Background: an optimization exercise with open tools, aiming at small area. Do not read the settings as production practice. No functional check of the RTL was part of this run. Power and IR drop assume default switching activity.

**flow/run.sh**
```bash
#!/bin/bash
# synth_recipe.tcl (not shown) runs the flow's synth.tcl, then flattens the netlist and writes it again
# the make line also repeats each setting of config.mk as NAME=value (left out here)
make -C /OpenROAD-flow-scripts/flow DESIGN_CONFIG=/design/flow/config.mk WORK_HOME=/design/flow/orfs CLKGATE_MAP_FILE= SYNTH_SCRIPT=/design/flow/synth_recipe.tcl finish
```
**flow/config.mk**
```make
export PLATFORM = sky130hd
export DESIGN_NAME = npc_core
export DESIGN_NICKNAME = npc_core
export VERILOG_FILES = /design/flow/design.v
export SDC_FILE = /design/flow/constraint.sdc
export NUM_CORES = 4
export LEC_CHECK = 0
export CAP_MARGIN = 20
export CORE_MARGIN = 2
export CORE_UTILIZATION = 40
export SLEW_MARGIN = 20
```
**flow/constraint.sdc**
```tcl
create_clock -name core_clock -period 6.0 [get_ports {clk}]
set_input_delay 1.2000 -clock core_clock [delete_from_list [all_inputs] [get_ports {clk}]]
set_output_delay 1.2000 -clock core_clock [all_outputs]
set_load 0.01 [all_outputs]
```
**flow/design.v**
```verilog
module npc_checksum6 (
    input  wire [47:0] bytes,    
    output wire [7:0]  sum
);
    assign sum = bytes[7:0]   + bytes[15:8]  + bytes[23:16]
               + bytes[31:24] + bytes[39:32] + bytes[47:40];
endmodule
module npc_framer (
    input  wire        clk,
    input  wire        rst,         
    input  wire        clear,
    input  wire        rx_valid,
    input  wire [7:0]  rx_byte,
    output wire        frame_valid,
    output wire [79:0] frame_data
);
    localparam [7:0] HEADER   = 8'hAA;
    localparam [7:0] CMD_MEAS = 8'hC0;
    localparam [7:0] TAIL     = 8'hAB;
    reg [3:0]  cursor;
    reg        collecting;
    reg [71:0] buf_q;           
    wire do_clear = rst | clear;
    wire do_rx    = ~do_clear & rx_valid;
    wire [7:0] cks;
    npc_checksum6 u_cks (
        .bytes (buf_q[63:16]),
        .sum   (cks)
    );
    wire at_tail   = (cursor == 4'd9) & collecting;
    wire tail_ok   = (rx_byte == TAIL) & (cks == buf_q[71:64]);
    assign frame_valid = do_rx & at_tail & tail_ok;
    assign frame_data  = {rx_byte, buf_q};
    always @(posedge clk) begin
        if (do_clear) begin
            cursor     <= 4'd0;
            collecting <= 1'b0;
            buf_q      <= 72'd0;
        end else if (rx_valid) begin
            if (cursor == 4'd0) begin
                if (rx_byte == HEADER) begin
                    buf_q[7:0] <= rx_byte;
                    cursor     <= 4'd1;
                end
            end else if (cursor == 4'd1) begin
                if (rx_byte == CMD_MEAS) begin
                    buf_q[15:8] <= rx_byte;
                    collecting  <= 1'b1;
                    cursor      <= 4'd2;
                end else begin
                    cursor     <= 4'd0;
                    collecting <= 1'b0;
                    buf_q      <= 72'd0;
                end
            end else if (cursor >= 4'd2 && cursor <= 4'd8 && collecting) begin
                buf_q[cursor*8 +: 8] <= rx_byte;
                cursor <= cursor + 4'd1;
            end else begin
                cursor     <= 4'd0;
                collecting <= 1'b0;
                buf_q      <= 72'd0;
            end
        end
    end
endmodule
module npc_encoder (
    input  wire       clk,
    input  wire       rst,
    input  wire       enc_valid,
    input  wire [2:0] enc_cmd,     
    input  wire       enc_arg,
    output wire       enc_ready,
    output wire       tx_valid,
    output wire [7:0] tx_byte,
    output wire       tx_last,
    input  wire       tx_ready
);
    reg       busy;
    reg [2:0] cmd_q;
    reg       arg_q;
    reg [4:0] idx;        
    reg [7:0] sub, par, par2;
    always @(*) begin
        case (cmd_q)
            3'd0:    {sub, par, par2} = arg_q ? {8'h02, 8'h01, 8'h00}    
                                              : {8'h02, 8'h01, 8'h01};   
            3'd1:    {sub, par, par2} = arg_q ? {8'h06, 8'h01, 8'h00}    
                                              : {8'h06, 8'h01, 8'h01};   
            3'd2:    {sub, par, par2} = {8'h05, 8'h00, 8'h00};           
            3'd3:    {sub, par, par2} = {8'h07, 8'h00, 8'h00};           
            3'd4:    {sub, par, par2} = {8'h04, 8'h00, 8'h00};           
            default: {sub, par, par2} = {8'h00, 8'h00, 8'h00};           
        endcase
    end
    wire [7:0] f [0:18];
    assign f[0]  = 8'hAA;
    assign f[1]  = 8'hB4;
    assign f[2]  = sub;
    assign f[3]  = par;
    assign f[4]  = par2;
    genvar i;
    generate
        for (i = 5; i <= 14; i = i + 1) begin : g_rsv
            assign f[i] = 8'h00;
        end
    endgenerate
    assign f[15] = 8'hFF;
    assign f[16] = 8'hFF;
    reg [11:0] total;
    integer k;
    always @(*) begin
        total = 12'd0;
        for (k = 2; k <= 16; k = k + 1)
            total = total + {4'd0, f[k]};
    end
    assign f[17] = total[7:0];
    assign f[18] = 8'hAB;
    assign enc_ready = ~busy;
    assign tx_valid  = busy;
    assign tx_byte   = f[idx];
    assign tx_last   = busy & (idx == 5'd18);
    always @(posedge clk) begin
        if (rst) begin
            busy  <= 1'b0;
            idx   <= 5'd0;
            cmd_q <= 3'd0;
            arg_q <= 1'b0;
        end else if (!busy) begin
            if (enc_valid && enc_cmd <= 3'd4) begin
                busy  <= 1'b1;
                idx   <= 5'd0;
                cmd_q <= enc_cmd;
                arg_q <= enc_arg;
            end
        end else if (tx_ready) begin
            if (idx == 5'd18) begin
                busy <= 1'b0;
                idx  <= 5'd0;
            end else begin
                idx <= idx + 5'd1;
            end
        end
    end
endmodule
module npc_core (
    input  wire        clk,
    input  wire        rst,
    input  wire        clear,
    input  wire        rx_valid,
    input  wire [7:0]  rx_byte,
    output wire        frame_valid,
    output wire [79:0] frame_data,
    input  wire        enc_valid,
    input  wire [2:0]  enc_cmd,
    input  wire        enc_arg,
    output wire        enc_ready,
    output wire        tx_valid,
    output wire [7:0]  tx_byte,
    output wire        tx_last,
    input  wire        tx_ready
);
    npc_framer u_framer (
        .clk         (clk),
        .rst         (rst),
        .clear       (clear),
        .rx_valid    (rx_valid),
        .rx_byte     (rx_byte),
        .frame_valid (frame_valid),
        .frame_data  (frame_data)
    );
    npc_encoder u_encoder (
        .clk       (clk),
        .rst       (rst),
        .enc_valid (enc_valid),
        .enc_cmd   (enc_cmd),
        .enc_arg   (enc_arg),
        .enc_ready (enc_ready),
        .tx_valid  (tx_valid),
        .tx_byte   (tx_byte),
        .tx_last   (tx_last),
        .tx_ready  (tx_ready)
    );
endmodule
```
==> results.py <==
metrics = {
    "min_path": {
        "hold_path.class": "flop to flop",
    },
    "timing": {
        "fin_skew_ps": 9.867,
        "setup_slack_ps": 450.9,
        "setup_tns_ps": 0,
        "final_max_slew_viol_count": 0,
        "fin_hold_ws_ps": 458.1,
        "fmax_ghz": 0.1802,
        "relSlewSlack_pct": 24.02,
        "report.final.hold_viol_count": 0,
        "setup_viol_count_final": 0,
        "period_needed_ps": 5549,
        "grt_setup_unrepaired": "no",
        "tightest_slew_ps": 1130,
        "post-route-period-util_pct": 92.48,
    },
    "final_layout": {
        "antenna-diode-count": 0,
        "fill_cells": 1174,
        "drive_gt1_share_pct": 8.006,
        "fin_util_pct": 53.39,
        "nets": 695,
        "area_growth_pct": 28.78,
    },
    "synthesis": {
        "synth_top_family_by_area": "compound AO/OA/AOI/OAI gates",
        "synth_area_um2": 5021,
        "synthMostInstantiatedCell": "dfxtp_1",
        "synthTopCellsByCount": "dfxtp_1 (87), inv_1 (54), nand2_1 (53)",
        "synthSimpleGateAreaFrac_pct": 16.42,
        "synthAdderAreaFrac_pct": 15.40,
        "synth_mux_area_share_pct": 0.7974,
        "yosys.area.top_type_share_pct": 34.69,
        "synth-compound-area-share_pct": 20.68,
        "synth_edf_count": 0,
        "ys_seq_elements": 87,
        "postSynthAreaPerCell_um2": 9.298,
        "synth_flop_cell": "dfxtp_1",
        "synthArstFlopShare_pct": 0,
        "yosys.cell_types.count": 66,
        "synthCells": 540,
        "synthTopCellsByArea": "dfxtp_1 (35%), fa_1 (11%), ha_1 (4.2%)",
        "synth-seq-area-share_pct": 34.69,
        "synthXorXnorAreaFrac_pct": 4.012,
        "synth_top_cell_by_area": "dfxtp_1",
        "yosys_warnings": 2,
        "synth_fp_nets": 603,
    },
    "power_and_ir_drop": {
        "power_density_nw_per_um2": 189.6,
        "p_sw_share_pct": 23.46,
        "ir_drop_mv": 0.1104,
        "pwr-share-clk_pct": 45.3,
        "internal_power_uw": 938.2,
        "power_leakage_uw": 0.002384,
        "p_switching_uw": 287.6,
        "pwr-share-seq_pct": 47.6,
        "p_comb_share_pct": 7.1,
    },
    "global_routing": {
        "grt_pass1_vias": 4325,
        "grt_start_max_net_pins": 40,
        "grt_use_total_pct": 22.41,
        "gr-total-overflow": 0,
        "antenna_found_initial": 0,
        "grt_pass1_wl_mm": 22.71,
    },
    "drt": {
        "finalWirelength_mm": 14.42,
        "vias": 4323,
        "drtIter0Drc": 270,
        "post_drt_wl_per_cell_um": 17.91,
        "drtAntennaViolNets": 0,
        "dr.pass1.iters": 5,
        "vias_per_cell": 5.370,
        "post-route-drc-count": 0,
    },
    "floorplan": {
        "core_area_um2": 12110,
        "ios": 110,
        "fp-row-count": 40,
        "start_util_pct": 41.46,
        "dieArea_um2": 13470,
        "die_h_um": 116.0,
        "die_x_um": 116.0,
    },
    "clock_network": {
        "clk_pin_slew_ps": 70,
        "cts_buffer_depth": 2,
        "cts_tree": "yes",
        "cts_buffers": 9,
        "cts_sinks": 87,
        "clk_latency_ps": 350,
        "postCtsHoldBufs": 0,
        "post-cts-setup-buffer-count": 0,
        "cts_max_level": 3,
        "clock-root-buffer": "clkbuf_16",
    },
    "worst_setup_path": {
        "crit_fanout": 3,
        "cp_data_arrival_time_ps": 4350,
        "cp_data_required_time_ps": 4800,
        "cp-start-kind": "flop",
        "critPathKind": "flop to output port",
        "worst_setup_path_end_kind": "output port",
    },
    "outcome": {
        "status": "no timing/DRC/antenna violations",
    },
    "flow_run": {
        "drv_cap": 0,
    },
    "place": {
        "dp_slack_ps": 377.2,
        "gp_congestion": 0.8602,
        "dpl.hpwl_mm": 10.64,
        "port_buffers": 109,
    },
}
[metrics by stage]
step	power [uW]	cell area, um^2	instances
after floorplan	646.3	5021	540
after global placement	682.4	6173	789
after detailed placement	683.2	6173	789
after CTS	1237	6464	805
after global routing	1267	6466	805
final	1226	6466	805
[worst max-delay path: stages, from the launching register on]
cell and delay [ps]:
dfxtp_1 340, fa_1 530, inv_1 50, fa_1 530
inv_1 60, fa_1 540, ha_1 170, inv_1 60
fa_1 400, inv_1 70, a21o_1 100, a21oi_1 70
xnor2_1 130, or4_1 510, nor4_1 200, dlymetal6s2s_1 210
[final timing paths]
check	cells past startpoint	slack, ps	startpoint	end
setup / recovery	15	450	u_framer.buf_q[18]	frame_valid
hold / removal	1	460	u_framer.buf_q[2]	u_framer.buf_q[2]
setup reg to reg	7	3100	u_framer.cursor[1]	u_framer.buf_q[56]
hold reg to reg	1	460	u_framer.buf_q[2]	u_framer.buf_q[2]
[final cells by class]
| class | count | area, um^2 | area share, % |
|---|---|---|---|
| clock buffers | 10 | 229.0 | 3.541 |
| repair buffers | 115 | 1139 | 17.61 |
| multi-input cells | 365 | 2883 | 44.58 |
| flip-flops and latches | 87 | 1742 | 26.93 |
| well taps | 168 | 210.2 | 3.251 |
| inverters | 54 | 202.7 | 3.135 |
| clock inverters | 6 | 61.31 | 0.9481 |
[metal layers]
layer / global-route usage, % / wire, um
met2: 38.25 / 7053
met4: 9.127 / 335
met1: 28.22 / 6148
met5: 0 / 0
met3: 3.818 / 878
[what timing repair did]
item / CTS / global route
setup endpoints to repair: 0 / 1
resized for setup: 0 / 1
hold endpoints to repair: 0 / 0
[state kept, by name (all words and copies together) (netlist names)]
| name | flops |
|---|---|
| u_framer.buf_q | 72 |
| u_encoder.idx | 5 |
| u_framer.cursor | 4 |
| u_encoder.cmd_q | 3 |
| u_encoder.arg_q | 1 |
| u_encoder.busy | 1 |
| u_framer.collecting | 1 |
[cell families after synthesis]
logic type / Yosys count
xor gates and xnor gates: 23
adders and majority gates: 45
and+or+nand+nor: 161
AOI/OAI and AO/OA: 132
DFF: 87
muxes: 4
buffers and inverters: 88
[placed cells by master (no fill, tap or decap), drive strengths merged, types with 16 or more instances in the layout]
cell type        n
a22oi           26
inv             54
a32o            16
nand2           53
nor2            51
clkdlybuf4s50  108
ha              17
o21ai           26
dfxtp           87
xnor2           18
a21oi           18
fa              28
[power groups by stage]
stage	clock network, uW	logic [uW]	registers [uW]
6_report	556	86.8	583
2_1_floorplan	0	50.4	596
5_1_grt	589	94.2	584
3_3_place_gp	0	86.1	596
4_1_cts	566	87.4	583
3_5_place_dp	0	86.9	596

-- afterwards: timing with drivers on the ports --
In the flow no input, the clock included, has a driving cell. The finished layout below was timed again as built, in two steps.
Step 1 assumes that a clkbuf_16 drives the clock port and a buf_2 every other input.
Step 2 also shifts input and output timing later by t, the mid clock arrival at the registers, as if the neighbouring blocks saw the same clock.
Three values: no drivers, after step 1, after step 2; two values: the first two.
shift t [ns]: 0.382
setup WS [ns]: 0.451 / 0.412 / 0.794
worst hold slack (ns): 0.458 / 0.458 / 0.458
worst setup path after step 2: register to output
After both steps this run still meets setup and hold. The setup slack of this run moves by -0.039 ns with the drivers and by +0.343 ns with both steps.
